Source: an optimization exercise on an open RTL-to-GDS flow (aim: a short achievable clock period). Production flows keep margins and buffers that such runs may drop.

==> inputs of 09-15 <==
Design pwmcore, start of the top module:
module pwmcore (
    input  wire        clk,
    input  wire        rst,           
    input  wire        cmd_valid,
    input  wire [31:0] cmd_word,
    output reg         resp_valid,
    output wire [31:0] resp_word,
    input  wire [7:0]  ev_in,
    output wire [3:0]  pin_h,
    output wire [3:0]  pin_l,
    output wire        irq_fault,
    output wire [3:0]  irq_match,
    output wire        irq_ovf
);
Settings: LEC_CHECK=0, ABC_AREA=1, CAP_MARGIN=20, CORE_MARGIN=2, CORE_UTILIZATION=40, PLACE_DENSITY=0.6, SETUP_SLACK_MARGIN=4.8, SLEW_MARGIN=20, SYNTH_HIERARCHICAL=1, SYNTH_MINIMUM_KEEP_SIZE=0; clock period 7.6 ns.
run.sh (not shown) runs the stock make flow with config.mk's settings and CLKGATE_MAP_FILE= SYNTH_SCRIPT=/design/flow/synth_recipe.tcl, a recipe that flattens the netlist after the stock synthesis.
==> 04-08: changes against 09-15 <==
--- a/flow/design.v
+++ b/flow/design.v
@@ -4,12 +4,12 @@
     input  wire        cmd_valid,
     input  wire [31:0] cmd_word,
     output reg         resp_valid,
     output wire [31:0] resp_word,
     input  wire [7:0]  ev_in,
-    output wire [3:0]  pin_h,
-    output wire [3:0]  pin_l,
+    output reg  [3:0]  pin_h,
+    output reg  [3:0]  pin_l,
     output wire        irq_fault,
     output wire [3:0]  irq_match,
     output wire        irq_ovf
 );
     localparam N = 4;
@@ -134,29 +134,22 @@
     reg        fstate;          
     reg        forced;
     reg        restart;         
     reg        safe;
     reg [7:0]  evmask;
-    reg [N-1:0] match_k, match_s;
-    reg        ovf_k, ovf_s;
-    reg        faultif_k, faultif_s;
-    wire [N-1:0] match = match_k | match_s;
-    wire       ovf     = ovf_k | ovf_s;
-    wire       faultif = faultif_k | faultif_s;
-    reg [N-1:0] ph_r, pl_r;
+    reg [N-1:0] match;
+    reg        ovf;
+    reg        faultif;
     reg        cfgerr;
     reg [7:0]  ev_prev;
     reg        resp_hi29;
-    reg        ra31, ra28;
-    reg        rb, rc;          
-    wire       rbc = rb | rc;
+    reg        ra31, ra28, rb, rc;
     reg [15:0] resp_lo;
-    reg [5:0]  rx;              
-    reg        pc_a, pm_a, pd_a;
-    wire       pend_car = pc_a & ~(rx[0] | rx[1]);
-    wire       pend_max = pm_a & ~(rx[3] | rx[4] | rx[5]);
-    wire       pend_dt  = pd_a & ~rx[2];
+    reg        pc_a, pc_e, pm_a, pm_e, pd_a, pd_e;
+    wire       pend_car = pc_a & ~pc_e;
+    wire       pend_max = pm_a & ~pm_e;
+    wire       pend_dt  = pd_a & ~pd_e;
     reg [N-1:0] wr_r;           
     reg [31:0] cw;              
     reg [15:0] cw_pm1;          
     reg [N-1:0] cw_raw;         
     reg [N-1:0] r2_r;           
@@ -166,12 +159,10 @@
     reg        mode;            
     reg [9:0]  div_m1;          
     reg [15:0] max_duty;
     reg [7:0]  dt_low  [0:N-1];
     reg [7:0]  dt_high [0:N-1];
-    reg [8:0]  dt_sum  [0:N-1];     
-    reg [8:0]  cw_sum;              
     reg [15:0] ncnt_p;          
     reg        nphase_p;        
     reg        nbnd_p;          
     reg [15:0] ncnt_s;          
     reg        nphase_s;
@@ -286,22 +277,19 @@
     wire lg_fir = is_fir & z_15_0 & z_23_16 & ~cmd_word[27];
     wire lg_clr = is_clr & z_27_0;
     wire lg_st  = is_st  & z_27_0;
     wire lg_rf  = is_rf  & z_27_0;
     wire lg_ack = is_ack & z_15_10 & z_23_16 & z_25_24 & z_27_26;
-    wire [N-1:0] cdt_ge, cdt_lt, v_lt_act, v_lt_pend, c_lt_act;
-    wire cdt_cw_lt;
-    pwmcore_cmp16 u_cdtc (.a({7'd0, cw_sum}), .b(c_period), .lt(cdt_cw_lt), .eq());
+    wire [N-1:0] cdt_ge, v_lt_act, v_lt_pend, c_lt_act;
     wire [N-1:0] m_lt_pp, m_eq_pp, m_lt_ap, m_eq_ap;
     wire [N-1:0] s_lt_pp, s_eq_pp, s_lt_ap, s_eq_ap;
     wire md_lt_v, md_lt_c, v_lt_per, dt_ge;
     wire lt_s_cw, eq_s_cw, lt_p_cw, eq_p_cw;
     genvar gc;
     generate
         for (gc = 0; gc < N; gc = gc + 1) begin : g_cmp
-            pwmcore_cmp16 u_cdt  (.a({7'd0, dt_sum[gc]}), .b(c_period), .lt(cdt_lt[gc]), .eq());
-            assign cdt_ge[gc] = (pend_dt && cw[25:24] == gc) ? ~cdt_cw_lt : ~cdt_lt[gc];
+            pwmcore_sumge u_cdt  (.lo(dt_low_e[gc]), .hi(dt_high_e[gc]), .p(c_period), .ge(cdt_ge[gc]));
             pwmcore_cmp16 u_vact (.a(value), .b(active_p[gc]), .lt(v_lt_act[gc]), .eq());
             pwmcore_cmp16 u_vpnd (.a(value), .b(pending_e[gc]), .lt(v_lt_pend[gc]), .eq());
             pwmcore_cmp16 u_cact (.a(c_period), .b(active_p[gc]), .lt(c_lt_act[gc]), .eq());
             pwmcore_cmp16 u_mpp  (.a(cw_pm1), .b(pending_p[gc]), .lt(m_lt_pp[gc]), .eq(m_eq_pp[gc]));
             pwmcore_cmp16 u_map  (.a(cw_pm1), .b(active_p[gc]), .lt(m_lt_ap[gc]), .eq(m_eq_ap[gc]));
@@ -328,28 +316,23 @@
             car_raw[i] = ~c_dir & c_lt_act[i] | c_dir & (|active_p[i]);
         end
     end
     wire er_flt = enabled;
     wire er_wr  = md_lt_v;
-    wire cfgerr_e = cfgerr | ra28 | (|rx);    
+    wire cfgerr_e = cfgerr | ra28 | rb | rc;    
     wire er_sta = cfgerr_e;
     wire ok_flt = lg_flt & ~er_flt;
     wire ok_sta = lg_sta & ~er_sta;
     wire ok_stp = lg_stp;
     wire ok_wr  = lg_wr  & ~er_wr;
     wire ok_fir = lg_fir;
     wire ok_clr = lg_clr;
     wire ok_ack = lg_ack;
     wire cfe_a = (lg_car & (enabled | ~|c_period | ~|c_div)) | (lg_max & enabled) |
                  (lg_dt & enabled) | (lg_flt & er_flt) | (lg_wr & er_wr) | (lg_sta & er_sta);
-    wire [5:0] rx_n;
-    assign rx_n[0] = lg_car & (~md_lt_c | cdt_ge[0]);
-    assign rx_n[1] = lg_car & (cdt_ge[1] | cdt_ge[2] | cdt_ge[3]);
-    assign rx_n[2] = lg_dt & dt_ge;
-    assign rx_n[3] = lg_max & (~v_lt_per | v_lt_act[0] | v_lt_act[1]);
-    assign rx_n[4] = lg_max & (v_lt_act[2] | v_lt_act[3] | v_lt_pend[0]);
-    assign rx_n[5] = lg_max & (v_lt_pend[1] | v_lt_pend[2] | v_lt_pend[3]);
+    wire cfe_b = lg_car & (~md_lt_c | car_dt_bad) | lg_dt & dt_ge;
+    wire cfe_c = lg_max & (~v_lt_per | max_ap_bad);
     wire legal = lg_car | lg_max | lg_dt | lg_flt | lg_sta | lg_stp | lg_wr |
                  lg_rd | lg_fir | lg_clr | lg_st | lg_rf | lg_ack;
     wire [N-1:0] wr_sel;
     genvar g;
     generate
@@ -371,18 +354,16 @@
     wire forced2 = forced1 & ~(tick_b & ~fstate2);
     wire ev_any   = |(ev_in & ~ev_prev & evmask1);
     wire ev_latch = ev_any & ~fstate2;
     wire fstate_n  = fstate2 | ev_any;
     wire forced_n  = forced2 | ev_latch;
-    wire faultif_kn = fire_latch | (faultif & ~(ok_ack & cmd_word[9]));
-    wire faultif_sn = ev_latch;
-    wire ovf_kn     = ovf & ~(ok_ack & cmd_word[8]);
-    wire ovf_sn     = tick_b;
+    wire faultif_n = ev_latch | fire_latch | (faultif & ~(ok_ack & cmd_word[9]));
+    wire ovf_n     = tick_b | (ovf & ~(ok_ack & cmd_word[8]));
     wire vnz  = |value;
     wire bnd  = phit_e & nbnd_e;              
     wire ncz  = pend_car ? (cw_init == 16'd0) : (tk ? (ncnt_s == 16'd0) : (ncnt_p == 16'd0));
-    reg [N-1:0] la, lp, ea, ep, r2, hit, match_kn, match_sn, h_n, l_n;
+    reg [N-1:0] la, lp, ea, ep, r2, hit, match_n, h_n, l_n;
     always @(*) begin
         for (i = 0; i < N; i = i + 1) begin
             lp[i] = pend_car ? (cw[27] ? (|pending_p[i][15:1]) : m_lt_pp[i]) :
                     tk ? (wr_r[i] ? lt_s_cw : s_lt_pp[i]) :
                          (wr_r[i] ? lt_p_cw : lpp_r[i]);
@@ -397,12 +378,11 @@
                     tk ? (nbnd_p ? (wr_r[i] ? eq_s_cw : s_eq_pp[i])
                                  : s_eq_ap[i]) :
                          eap_r[i];
             r2[i]  = bnd ? (wr_sel[i] ? (ncz & vnz) : lp[i]) : la[i];
             hit[i] = ~nphase_e & (bnd ? (wr_sel[i] ? (ncz & ~vnz) : ep[i]) : ea[i]);
-            match_kn[i] = match[i] & ~(ok_ack & cmd_word[i]);
-            match_sn[i] = tick & hit[i];
+            match_n[i] = (match[i] & ~(ok_ack & cmd_word[i])) | (tick & hit[i]);
             h_n[i] = en1 & (bnd ? (wr_sel[i] ? (ncz & z1[i] & vnz) : (lp[i] & z1[i]))
                                 : (phit_e ? (la[i] & z1[i]) : (raw_e[i] & dz[i])));
             l_n[i] = en1 & (bnd ? (wr_sel[i] ? (~(ncz & vnz) & z0[i]) : (~lp[i] & z0[i]))
                                 : (phit_e ? (~la[i] & z0[i]) : (~raw_e[i] & dz[i])));
         end
@@ -416,11 +396,13 @@
     always @(posedge clk) begin
         resp_hi29 <= ~legal;
         resp_lo   <= rd_data;
         cw     <= cmd_word;
         cw_pm1 <= dec16(c_period);
-        cw_sum <= {1'b0, c_low} + {1'b0, c_high};
+        pc_e   <= ~md_lt_c | car_dt_bad;
+        pm_e   <= ~v_lt_per | max_ap_bad;
+        pd_e   <= dt_ge;
         cw_raw <= car_raw;
         r2_r   <= r2;
         prem_d   <= dec10(prem_e);
         phit_d   <= (prem_e == 10'd1);
         for (i = 0; i < N; i = i + 1) begin
@@ -436,26 +418,22 @@
             fstate     <= 1'b0;
             forced     <= 1'b0;
             restart    <= 1'b0;
             safe       <= 1'b0;
             evmask     <= 8'h00;
-            match_k    <= {N{1'b0}};
-            match_s    <= {N{1'b0}};
-            ovf_k      <= 1'b0;
-            ovf_s      <= 1'b0;
-            faultif_k  <= 1'b0;
-            faultif_s  <= 1'b0;
+            match      <= {N{1'b0}};
+            ovf        <= 1'b0;
+            faultif    <= 1'b0;
             cfgerr     <= 1'b0;
             ra31       <= 1'b0;
             ra28       <= 1'b0;
-            rx         <= 6'd0;
             rb         <= 1'b0;
             rc         <= 1'b0;
             ev_prev    <= 8'h00;
             resp_valid <= 1'b0;
-            ph_r       <= {N{1'b0}};
-            pl_r       <= {N{1'b0}};
+            pin_h      <= {N{1'b0}};
+            pin_l      <= {N{1'b0}};
             pc_a       <= 1'b0;
             pm_a       <= 1'b0;
             pd_a       <= 1'b0;
             lpp_r      <= {N{1'b0}};
             lap_r      <= {N{1'b0}};
@@ -478,11 +456,10 @@
             phit_p    <= 1'b1;
             raw_p     <= {N{1'b0}};
             for (i = 0; i < N; i = i + 1) begin
                 dt_low[i]    <= 8'd0;
                 dt_high[i]   <= 8'd0;
-                dt_sum[i]    <= 9'd0;
                 pending_p[i] <= 16'd0;
                 active_p[i]  <= 16'd0;
                 dt_p[i]      <= 8'd0;
             end
         end else begin
@@ -490,27 +467,23 @@
             fstate     <= fstate_n;
             forced     <= forced_n;
             restart    <= restart1;
             safe       <= safe1;
             evmask     <= evmask1;
-            match_k    <= match_kn;
-            match_s    <= match_sn;
-            ovf_k      <= ovf_kn;
-            ovf_s      <= ovf_sn;
-            faultif_k  <= faultif_kn;
-            faultif_s  <= faultif_sn;
+            match      <= match_n;
+            ovf        <= ovf_n;
+            faultif    <= faultif_n;
             cfgerr     <= cfgerr_e;
             ra31       <= ~legal | cfe_a;
             ra28       <= legal & cfe_a;
-            rx         <= rx_n;
-            rb         <= |rx_n[2:0];
-            rc         <= |rx_n[5:3];
+            rb         <= cfe_b;
+            rc         <= cfe_c;
             ev_prev    <= ev_in;
             resp_valid <= cmd_valid;
             for (i = 0; i < N; i = i + 1) begin
-                ph_r[i] <= h_n[i];
-                pl_r[i] <= l_n[i];
+                pin_h[i] <= forced_n ? safe1 : h_n[i];
+                pin_l[i] <= forced_n ? safe1 : l_n[i];
             end
             pc_a       <= lg_car & ~(enabled | ~|c_period | ~|c_div);
             pm_a       <= lg_max & ~enabled;
             pd_a       <= lg_dt & ~enabled;
             lpp_r      <= lp;
@@ -534,20 +507,17 @@
             phit_p    <= phit_e;
             raw_p     <= raw_e;
             for (i = 0; i < N; i = i + 1) begin
                 dt_low[i]    <= dt_low_e[i];
                 dt_high[i]   <= dt_high_e[i];
-                dt_sum[i]    <= (pend_dt && cw[25:24] == i) ? cw_sum : dt_sum[i];
                 pending_p[i] <= pending_e[i];
                 active_p[i]  <= active_e[i];
                 dt_p[i]      <= dt_e[i];
             end
         end
     end
-    assign resp_word = {ra31 | rbc, 1'b0, resp_hi29, ra28 | rbc, 12'd0, resp_lo};
-    assign pin_h     = forced ? {N{safe}} : ph_r;
-    assign pin_l     = forced ? {N{safe}} : pl_r;
+    assign resp_word = {ra31 | rb | rc, 1'b0, resp_hi29, ra28 | rb | rc, 12'd0, resp_lo};
     assign irq_fault = faultif;
     assign irq_match = match;
     assign irq_ovf   = ovf;
 endmodule
 module pwmcore_cmp16 (
- SETUP_SLACK_MARGIN: 4.8 -> 5
==> impl_metrics.toml <==
[final_layout]
drive_above_1_share_pct = 18.4
area_share_nonclk_buffers_pct = 11.6
proportion_of_cell_area_occupied_by_multi_input_gates_pct = 50.9

[global_route]
antenna_found_initial = 6

[route]
drt_wl_total_microns = 207000

[cts]
ctsResizeCount = 846

[yosys]
postSynthCellCount = 7665

[run_status]
outcome = "no timing/DRC/antenna violations"
-- figures above: 04-08

==> impl_metrics.toml <==
[global_route]
wire_length_of_the_first_global_routing_pass_microns = 292000
grt_pass1_vias = 46050

[yosys]
postSynthCellCount = 7841

[sta]
fin_crit_sh_pct = 42.4
max_slew_headroom_pct = 23.7

[final_layout]
drive_above_1_share_pct = 15.5
layout.filler_cells = 11618
proportion_of_cell_area_occupied_by_multi_input_gates_pct = 51.4
area_share_nonclk_buffers_pct = 9.04

[floorplan]
initial_core_util_pct = 40.3
pin_count = 90
tapCellCount = 1500

[run_status]
outcome = "no timing/DRC/antenna violations"
-- figures above: 09-15

No functional check of the RTL was part of any run of this note.

[what the ideal ports hide]
The flow's constraints put no driver on any port. The routed layouts listed below were extracted and timed again, unchanged, in two steps.
Step 1 (the two cells are an assumption about what drives the block):
set clk [get_ports {clk}]
set_driving_cell -lib_cell sky130_fd_sc_hd__clkbuf_16 $clk
set_driving_cell -lib_cell sky130_fd_sc_hd__buf_2 [delete_from_list [all_inputs] $clk]
Step 2 also shifts input and output timing later by t, the mid clock arrival at the registers, as if the neighbouring blocks saw the same clock.
Three values: ideal ports, drivers, drivers and shift; two values: the first two.
| run | shift t [ns] | setup slack, ns | clock arrival spread, ns | slew at the worst register clock pin (ns) |
|---|---|---|---|---|
| 09-15 | 0.736 | 4.376 / 4.376 / 3.829 | 0.068 / 0.069 | 0.06 / 0.06 |
| 04-08 | 0.691 | 4.365 / 4.337 / 3.646 | 0.048 / 0.048 | 0.07 / 0.07 |
After both steps every run listed still meets setup and hold. For 04-08, which loses most, drivers alone change the setup slack by -0.028 ns; drivers and shift together by -0.719 ns.
